This is an optimization exercise on Yosys and OpenROAD, whose aim is small area, a short achievable clock period and few clock cycles, not a production implementation. Function was checked by simulation only, so behaviour that the tests miss may differ from the original.

Design qr_rs_encoder, start of the top module:
module qr_rs_encoder (
    input  wire       clk,
    input  wire       rst,           
    input  wire       start,
    input  wire [5:0] cfg_version,
    input  wire [1:0] cfg_ecl,
    output wire       idle,
    output reg        cfg_err,
    input  wire       in_valid,
    input  wire [7:0] in_data,
    output wire       in_ready,
    output reg        out_valid,
    output reg  [7:0] out_data,
    output reg        out_last_blk,
    output reg        out_last,
    input  wire       out_ready
);
For scale: roughly 630 flip-flops, ~35 I/O pins.
==> module qr_rs_encoder, before the edit <==
module qr_rs_encoder (
    input  wire       clk,
    input  wire       rst,           
    input  wire       start,
    input  wire [5:0] cfg_version,
    input  wire [1:0] cfg_ecl,
    output wire       idle,
    output reg        cfg_err,
    input  wire       in_valid,
    input  wire [7:0] in_data,
    output wire       in_ready,
    output reg        out_valid,
    output reg  [7:0] out_data,
    output reg        out_last_blk,
    output reg        out_last,
    input  wire       out_ready
);
  localparam S_IDLE  = 2'd0;
  localparam S_SETUP = 2'd1;    
  localparam S_LOAD  = 2'd3;    
  localparam S_RUN   = 2'd2;
  reg [1:0] state;
  reg [5:0] ver_q;
  reg [1:0] ecl_q;
  reg [12:0] esel_q;      
  reg [4:0]  em1_q;       
  reg [6:0]  k1m1_q;      
  reg [6:0]  n1m1_q;      
  reg [6:0]  nbm1_q;      
  reg        nb1_q;       
  reg [6:0] in_cnt;       
  reg [6:0] klim;         
  reg [6:0] sh_left;      
  reg [6:0] blk_left;     
  reg       blk_end_f;    
  reg       last_blk_f;   
  reg       in_done;      
  reg        ib_valid;
  reg [26:0] ib_dyn;      
  reg       ib_last;      
  reg       ib_lastcmd;   
  reg [7:0]  rem [1:29];  
  reg [26:0] r0d;         
  reg [7:0] ob  [0:29];
  reg [4:0] ob_n;         
  reg       ob_has;       
  reg       ob_one;       
  reg       ob_lastcmd;   
  wire [12:0]  t_esel;
  wire [4:0]   t_em1;
  wire [6:0]   t_k1m1, t_n1m1, t_nbm1;
  wire         t_nb1;
  wire [809:0] gcoef;
  qr_rs_blocktable u_table (
      .version(ver_q), .ecl(ecl_q),
      .esel(t_esel), .em1(t_em1), .k1m1(t_k1m1), .n1m1(t_n1m1), .nbm1(t_nbm1), .nb1(t_nb1)
  );
  qr_rs_genpoly u_genpoly (.esel(esel_q), .coef(gcoef));
  wire cfg_ok = (cfg_version >= 6'd1) && (cfg_version <= 6'd40);
  wire   give         = out_valid && out_ready;
  wire   pop          = ob_has && (!out_valid || out_ready);
  wire   ob_free      = !ob_has || (pop && ob_one);
  wire consume = ib_valid && (!ib_last || ob_free);
  wire load    = consume && ib_last;
  wire   consume0 = ib_valid && (!ib_last || !ob_has);
  assign in_ready = (state != S_IDLE) && !in_done && (!ib_valid || consume0);
  wire   take     = in_valid && in_ready;
  assign idle = (state == S_IDLE);
  wire [26:0] in_dyn;
  qr_rs_dyn_std    u_in   (.s(in_data), .d(in_dyn));
  wire [7:0] ob0_s;
  qr_rs_from_tower u_from (.t(ob[0]), .s(ob0_s));
  wire [26:0] fdyn = ib_dyn ^ r0d;
  wire [7:0]  prod [0:29];
  wire [26:0] leaf [0:29];
  genvar gj;
  generate for (gj = 0; gj < 30; gj = gj + 1) begin : g_mul
    qr_rs_tmul u_mul (.d(fdyn), .s(gcoef[27*gj +: 27]), .p(prod[gj]), .t(leaf[gj]));
  end endgenerate
  wire [26:0] r1d, p0d;
  qr_rs_dyn      u_r1d (.a(rem[1]), .d(r1d));
  qr_rs_dyn_prod u_p0d (.t(leaf[0]), .d(p0d));
  integer j;
  reg [7:0] nrem [0:29];
  always @(*) begin
    for (j = 0; j < 29; j = j + 1)
      nrem[j] = rem[j+1] ^ prod[j];
    nrem[29] = prod[29];
  end
  always @(posedge clk) begin
    if (rst) begin
      state     <= S_IDLE;
      cfg_err   <= 1'b0;
      ib_valid  <= 1'b0;
      in_done   <= 1'b0;
      out_valid    <= 1'b0;
      out_last_blk <= 1'b0;
      out_last     <= 1'b0;
      ob_has    <= 1'b0;
      ob_one    <= 1'b0;
    end else begin
      case (state)
        S_IDLE: begin
          if (start) begin
            cfg_err <= !cfg_ok;
            if (cfg_ok) begin
              ver_q      <= cfg_version;
              ecl_q      <= cfg_ecl;
              in_done    <= 1'b0;
              in_cnt     <= 7'd0;
              blk_end_f  <= 1'b0;
              last_blk_f <= 1'b0;
              state      <= S_SETUP;
            end
          end
        end
        S_SETUP: begin
          esel_q     <= t_esel;
          em1_q      <= t_em1;
          k1m1_q     <= t_k1m1;
          n1m1_q     <= t_n1m1;
          nbm1_q     <= t_nbm1;
          nb1_q      <= t_nb1;
          state      <= S_LOAD;
        end
        S_LOAD: begin
          klim       <= k1m1_q;
          sh_left    <= n1m1_q;
          blk_left   <= nbm1_q;
          last_blk_f <= nb1_q;
          state      <= S_RUN;
        end
        default: begin
          if (give && out_last)
            state <= S_IDLE;
        end
      endcase
      if (take) begin
        ib_valid   <= 1'b1;
        ib_dyn     <= in_dyn;
        ib_last    <= blk_end_f;
        ib_lastcmd <= blk_end_f && last_blk_f;
        if (blk_end_f) begin
          in_cnt     <= 7'd0;
          klim       <= (sh_left != 7'd0) ? k1m1_q : k1m1_q + 7'd1;
          sh_left    <= (sh_left != 7'd0) ? sh_left - 7'd1 : 7'd0;
          blk_left   <= blk_left - 7'd1;
          blk_end_f  <= 1'b0;
          last_blk_f <= (blk_left == 7'd1);
        end else begin
          in_cnt    <= in_cnt + 7'd1;
          blk_end_f <= (state == S_RUN) && (in_cnt + 7'd1 == klim);
        end
        if (blk_end_f && last_blk_f)
          in_done <= 1'b1;
      end else if (consume) begin
        ib_valid <= 1'b0;
      end
      if (load) begin
        ob_n       <= em1_q;
        ob_has     <= 1'b1;
        ob_one     <= 1'b0;
        ob_lastcmd <= ib_lastcmd;
      end else if (pop) begin
        ob_n   <= ob_n - 5'd1;
        ob_has <= !ob_one;
        ob_one <= (ob_n == 5'd1);
      end
      if (!out_valid || out_ready) begin
        out_valid    <= pop;
        out_data     <= ob0_s;
        out_last_blk <= ob_one;
        out_last     <= ob_one && ob_lastcmd;
      end
    end
  end
  always @(posedge clk) begin
    if (state == S_SETUP)
      r0d <= 27'd0;
    else if (consume)
      r0d <= ib_last ? 27'd0 : (r1d ^ p0d);
    for (j = 1; j < 30; j = j + 1) begin
      if (state == S_SETUP)
        rem[j] <= 8'd0;
      else if (consume)
        rem[j] <= ib_last ? 8'd0 : nrem[j];
    end
    for (j = 0; j < 30; j = j + 1) begin
      if (load)
        ob[j] <= nrem[j];
      else if (pop)
        ob[j] <= (j < 29) ? ob[(j < 29) ? j + 1 : 0] : 8'd0;
    end
  end
endmodule
make LEC_CHECK=0 CAP_MARGIN=20 CORE_MARGIN=2 CORE_UTILIZATION=40 PLACE_DENSITY=0.6 SETUP_SLACK_MARGIN=3.5 SLEW_MARGIN=20 SYNTH_MEMORY_MAX_BITS=16384 finish   # period 6.5 ns
run.sh (not shown) runs the stock make flow with config.mk's settings and CLKGATE_MAP_FILE= SYNTH_SCRIPT=/design/flow/synth_recipe.tcl, a recipe that flattens the netlist after the stock synthesis.
Testbench counts at the start, summed over its fixed seeds: cycles 65,338.
Edit:
--- a/flow/design.v
+++ b/flow/design.v
@@ -164,22 +164,18 @@
     output reg        out_last_blk,
     output reg        out_last,
     input  wire       out_ready
 );
   localparam S_IDLE  = 2'd0;
-  localparam S_SETUP = 2'd1;    
-  localparam S_LOAD  = 2'd3;    
+  localparam S_SETUP = 2'd1;
   localparam S_RUN   = 2'd2;
   reg [1:0] state;
   reg [5:0] ver_q;
   reg [1:0] ecl_q;
   reg [12:0] esel_q;      
   reg [4:0]  em1_q;       
   reg [6:0]  k1m1_q;      
-  reg [6:0]  n1m1_q;      
-  reg [6:0]  nbm1_q;      
-  reg        nb1_q;       
   reg [6:0] in_cnt;       
   reg [6:0] klim;         
   reg [6:0] sh_left;      
   reg [6:0] blk_left;     
   reg       blk_end_f;    
@@ -194,10 +190,14 @@
   reg [7:0] ob  [0:29];
   reg [4:0] ob_n;         
   reg       ob_has;       
   reg       ob_one;       
   reg       ob_lastcmd;   
+  reg       sk_valid;
+  reg [7:0] sk_data;
+  reg       sk_last_blk;
+  reg       sk_last;
   wire [12:0]  t_esel;
   wire [4:0]   t_em1;
   wire [6:0]   t_k1m1, t_n1m1, t_nbm1;
   wire         t_nb1;
   wire [809:0] gcoef;
@@ -205,22 +205,20 @@
       .version(ver_q), .ecl(ecl_q),
       .esel(t_esel), .em1(t_em1), .k1m1(t_k1m1), .n1m1(t_n1m1), .nbm1(t_nbm1), .nb1(t_nb1)
   );
   qr_rs_genpoly u_genpoly (.esel(esel_q), .coef(gcoef));
   wire cfg_ok = (cfg_version >= 6'd1) && (cfg_version <= 6'd40);
-  wire   give         = out_valid && out_ready;
-  wire   pop          = ob_has && (!out_valid || out_ready);
-  wire   ob_free      = !ob_has || (pop && ob_one);
+  wire pop     = ob_has && !sk_valid;
+  wire ob_free = !ob_has || (pop && ob_one);
   wire consume = ib_valid && (!ib_last || ob_free);
   wire load    = consume && ib_last;
-  wire   consume0 = ib_valid && (!ib_last || !ob_has);
-  assign in_ready = (state != S_IDLE) && !in_done && (!ib_valid || consume0);
+  assign in_ready = (state == S_RUN || state == S_SETUP) && !in_done && (!ib_valid || consume);
   wire   take     = in_valid && in_ready;
   assign idle = (state == S_IDLE);
   wire [26:0] in_dyn;
+  wire [7:0]  ob0_s;
   qr_rs_dyn_std    u_in   (.s(in_data), .d(in_dyn));
-  wire [7:0] ob0_s;
   qr_rs_from_tower u_from (.t(ob[0]), .s(ob0_s));
   wire [26:0] fdyn = ib_dyn ^ r0d;
   wire [7:0]  prod [0:29];
   wire [26:0] leaf [0:29];
   genvar gj;
@@ -235,21 +233,23 @@
   always @(*) begin
     for (j = 0; j < 29; j = j + 1)
       nrem[j] = rem[j+1] ^ prod[j];
     nrem[29] = prod[29];
   end
+  wire give = out_valid && out_ready;
   always @(posedge clk) begin
     if (rst) begin
       state     <= S_IDLE;
       cfg_err   <= 1'b0;
       ib_valid  <= 1'b0;
       in_done   <= 1'b0;
+      ob_has    <= 1'b0;
+      ob_one    <= 1'b0;
+      sk_valid  <= 1'b0;
       out_valid    <= 1'b0;
       out_last_blk <= 1'b0;
       out_last     <= 1'b0;
-      ob_has    <= 1'b0;
-      ob_one    <= 1'b0;
     end else begin
       case (state)
         S_IDLE: begin
           if (start) begin
             cfg_err <= !cfg_ok;
@@ -266,20 +266,14 @@
         end
         S_SETUP: begin
           esel_q     <= t_esel;
           em1_q      <= t_em1;
           k1m1_q     <= t_k1m1;
-          n1m1_q     <= t_n1m1;
-          nbm1_q     <= t_nbm1;
-          nb1_q      <= t_nb1;
-          state      <= S_LOAD;
-        end
-        S_LOAD: begin
-          klim       <= k1m1_q;
-          sh_left    <= n1m1_q;
-          blk_left   <= nbm1_q;
-          last_blk_f <= nb1_q;
+          klim       <= t_k1m1;
+          sh_left    <= t_n1m1;
+          blk_left   <= t_nbm1;
+          last_blk_f <= t_nb1;
           state      <= S_RUN;
         end
         default: begin
           if (give && out_last)
             state <= S_IDLE;
@@ -315,14 +309,26 @@
         ob_n   <= ob_n - 5'd1;
         ob_has <= !ob_one;
         ob_one <= (ob_n == 5'd1);
       end
       if (!out_valid || out_ready) begin
-        out_valid    <= pop;
-        out_data     <= ob0_s;
-        out_last_blk <= ob_one;
-        out_last     <= ob_one && ob_lastcmd;
+        out_valid <= sk_valid || pop;
+        if (sk_valid) begin
+          out_data     <= sk_data;
+          out_last_blk <= sk_last_blk;
+          out_last     <= sk_last;
+        end else begin
+          out_data     <= ob0_s;
+          out_last_blk <= ob_one;
+          out_last     <= ob_one && ob_lastcmd;
+        end
+        sk_valid <= 1'b0;
+      end else if (pop) begin
+        sk_valid    <= 1'b1;
+        sk_data     <= ob0_s;
+        sk_last_blk <= ob_one;
+        sk_last     <= ob_one && ob_lastcmd;
       end
     end
   end
   always @(posedge clk) begin
     if (state == S_SETUP)
Result:
- The new run passed the timing, design-rule and antenna checks
- wire length grows by 1.2%
- synthesized cell count grows by 1.8%
- count of clock-buffer cells in the layout grows by 9
- sequential cell count shrinks by 3
- critical path depth grows by 1
- non-clock buffer count shrinks by 44
- setup slack improves by 0.035 ns
- clock skew shrinks by 0.015 ns
- maximum frequency grows by 1.1%
- area after synthesis grows by 1.3%
- die area grows by 1.3%
Testbench counts after the change, summed over its fixed seeds: cycles 65,338.


Another version of the RTL of qr_rs_encoder (not shown whole).
Size in the first run: about 5200 cells after synthesis, ~630 flip-flops, roughly 35 I/O pins, ~46000 um2 of cells after synthesis.
clock: 6.5 ns
lec_check: 0
cap_margin: 20
core_margin: 2
core_utilization: 40
place_density: 0.6
setup_slack_margin: 3.5
slew_margin: 20
synth_memory_max_bits: 16384
Testbench counts at the start, summed over its fixed seeds: cycles 65,338.
Change:
--- a/flow/design.v
+++ b/flow/design.v
@@ -164,39 +164,41 @@
     output reg        out_last_blk,
     output reg        out_last,
     input  wire       out_ready
 );
   localparam S_IDLE  = 2'd0;
   localparam S_SETUP = 2'd1;    
   localparam S_LOAD  = 2'd3;    
   localparam S_RUN   = 2'd2;
   reg [1:0] state;
   reg [5:0] ver_q;
   reg [1:0] ecl_q;
   reg [12:0] esel_q;      
+  reg [12:0] eseln_q;     
   reg [4:0]  em1_q;       
   reg [6:0]  k1m1_q;      
   reg [6:0]  n1m1_q;      
   reg [6:0]  nbm1_q;      
   reg        nb1_q;       
   reg [6:0] in_cnt;       
   reg [6:0] klim;         
   reg [6:0] sh_left;      
   reg [6:0] blk_left;     
   reg       blk_end_f;    
   reg       last_blk_f;   
   reg       in_done;      
   reg       ib_valid;
   reg [7:0]  ib_data;     
   reg [26:0] fd;          
+  reg [26:0] fdn;         
   reg       ib_last;      
   reg       ib_lastcmd;   
   reg [7:0] rem [0:29];
   reg [7:0] ob  [0:29];
   reg [4:0] ob_n;         
   reg       ob_has;       
   reg       ob_one;       
   reg       ob_lastcmd;   
   reg       sk_valid;
   reg [7:0] sk_data;
   reg       sk_last_blk;
   reg       sk_last;
@@ -211,31 +213,33 @@
   wire cfg_ok = (cfg_version >= 6'd1) && (cfg_version <= 6'd40);
   reg pop, consume, load, setup;
   assign in_ready = (state != S_IDLE) && !in_done && (!ib_valid || consume);
   wire   take     = in_valid && in_ready;
   wire ib_valid_n = take || (ib_valid && !consume);
   wire ib_last_n  = take ? blk_end_f : ib_last;
   wire ob_has_n   = load || (ob_has && !(pop && ob_one));
   wire ob_one_n   = !load && (pop ? (ob_n == 5'd1) : ob_one);
   wire sk_valid_n = out_valid && !out_ready && (sk_valid || pop);
   wire pop_n      = ob_has_n && !sk_valid_n;
   wire consume_n  = ib_valid_n && (!ib_last_n || !ob_has_n || (pop_n && ob_one_n));
   assign idle = (state == S_IDLE);
-  wire [809:0] gcoef;
-  qr_rs_genpoly u_genpoly (.esel(esel_q), .coef(gcoef));
+  wire [809:0] gcoef, gcoef_lo, gcoef_hi;
+  qr_rs_genpoly u_gen_lo (.esel(esel_q), .coef(gcoef_lo));
+  qr_rs_genpoly u_gen_hi (.esel(~eseln_q), .coef(gcoef_hi));
+  assign gcoef = {gcoef_hi[809:405], gcoef_lo[404:0]};
   wire [7:0]  prod [0:29];
   wire [26:0] leaf [0:29];
   genvar gj;
   generate for (gj = 0; gj < 30; gj = gj + 1) begin : g_mul
-    qr_rs_tmul u_mul (.d(fd), .s(gcoef[27*gj +: 27]), .p(prod[gj]), .t(leaf[gj]));
+    qr_rs_tmul u_mul (.d(gj < 15 ? fd : ~fdn), .s(gcoef[27*gj +: 27]), .p(prod[gj]), .t(leaf[gj]));
   end endgenerate
   wire [26:0] ib_dyn_n, r0d, r1d, p0d;
   qr_rs_dyn_std  u_in  (.s(take ? in_data : ib_data), .d(ib_dyn_n));
   qr_rs_dyn      u_r0d (.a(rem[0]), .d(r0d));
   qr_rs_dyn      u_r1d (.a(rem[1]), .d(r1d));
   qr_rs_dyn_prod u_p0d (.t(leaf[0]), .d(p0d));
   wire [7:0] ob0_s;
   qr_rs_from_tower u_from (.t(ob[0]), .s(ob0_s));
   integer j;
   reg [7:0] nrem [0:29];
   always @(*) begin
     for (j = 0; j < 29; j = j + 1)
@@ -272,24 +276,25 @@
               ver_q      <= cfg_version;
               ecl_q      <= cfg_ecl;
               in_done    <= 1'b0;
               in_cnt     <= 7'd0;
               blk_end_f  <= 1'b0;
               last_blk_f <= 1'b0;
               state      <= S_SETUP;
             end
           end
         end
         S_SETUP: begin
           esel_q     <= t_esel;
+          eseln_q    <= ~t_esel;
           em1_q      <= t_em1;
           k1m1_q     <= t_k1m1;
           n1m1_q     <= t_n1m1;
           nbm1_q     <= t_nbm1;
           nb1_q      <= t_nb1;
           state      <= S_LOAD;
         end
         S_LOAD: begin
           klim       <= k1m1_q;
           sh_left    <= n1m1_q;
           blk_left   <= nbm1_q;
           last_blk_f <= nb1_q;
@@ -349,24 +354,30 @@
         sk_last_blk <= ob_one;
         sk_last     <= ob_one && ob_lastcmd;
       end
     end
   end
   always @(posedge clk) begin
     if (consume && !ib_last)
       fd <= (ib_dyn_n ^ r1d) ^ p0d;
     else if (consume || setup)
       fd <= ib_dyn_n;
     else
       fd <= ib_dyn_n ^ r0d;
+    if (consume && !ib_last)
+      fdn <= ~((ib_dyn_n ^ r1d) ^ p0d);
+    else if (consume || setup)
+      fdn <= ~ib_dyn_n;
+    else
+      fdn <= ~(ib_dyn_n ^ r0d);
     for (j = 0; j < 30; j = j + 1) begin
       if (setup)
         rem[j] <= 8'd0;
       else if (consume)
         rem[j] <= ib_last ? 8'd0 : nrem[j];
     end
     for (j = 0; j < 30; j = j + 1) begin
       if (load)
         ob[j] <= nrem[j];
       else if (pop)
         ob[j] <= (j < 29) ? ob[(j < 29) ? j + 1 : 0] : 8'd0;
     end
Effect: The changed run passed the timing, design-rule and antenna checks. Count of clock-buffer cells in the layout goes up by 15. Setup slack is worse by 160 ps. Final area goes up by 1.9%. Hold slack barely changes. Final cell count goes up by 3.1%. Via count goes up by 0.32%.
Testbench counts after the change, summed over its fixed seeds: cycles 65,338.

-- static timing again, ports no longer ideal --
How much do the figures lean on ideal ports? The routed layouts below were timed once more, with nothing changed but the port constraints.
Step 1, drivers: a clkbuf_16 drives clk and a buf_2 each remaining input, both assumed.
Step 2 also shifts input and output timing later by t, the mid clock arrival at the registers, as if the neighbouring blocks saw the same clock.
Three values: no drivers, after step 1, after step 2; two values: the first two.
| run | t, ns | setup WS [ns] | hold slack, ns |
|---|---|---|---|
| the first run of note 1 | 0.772 | 3.335 / 3.335 / 2.815 | 0.418 / 0.418 / 0.418 |
| the second run of note 1 | 0.751 | 3.370 / 3.327 / 2.898 | 0.428 / 0.428 / 0.428 |
| the first run of note 2 | 0.745 | 3.309 / 3.309 / 2.901 | 0.425 / 0.425 / 0.425 |
| the second run of note 2 | 0.766 | 3.148 / 3.148 / 2.813 | 0.426 / 0.426 / 0.426 |
After both steps setup and hold are still met in every run listed. For the first run of note 1, which loses most, drivers alone change the setup slack by 0.000 ns; drivers and shift together by -0.520 ns.
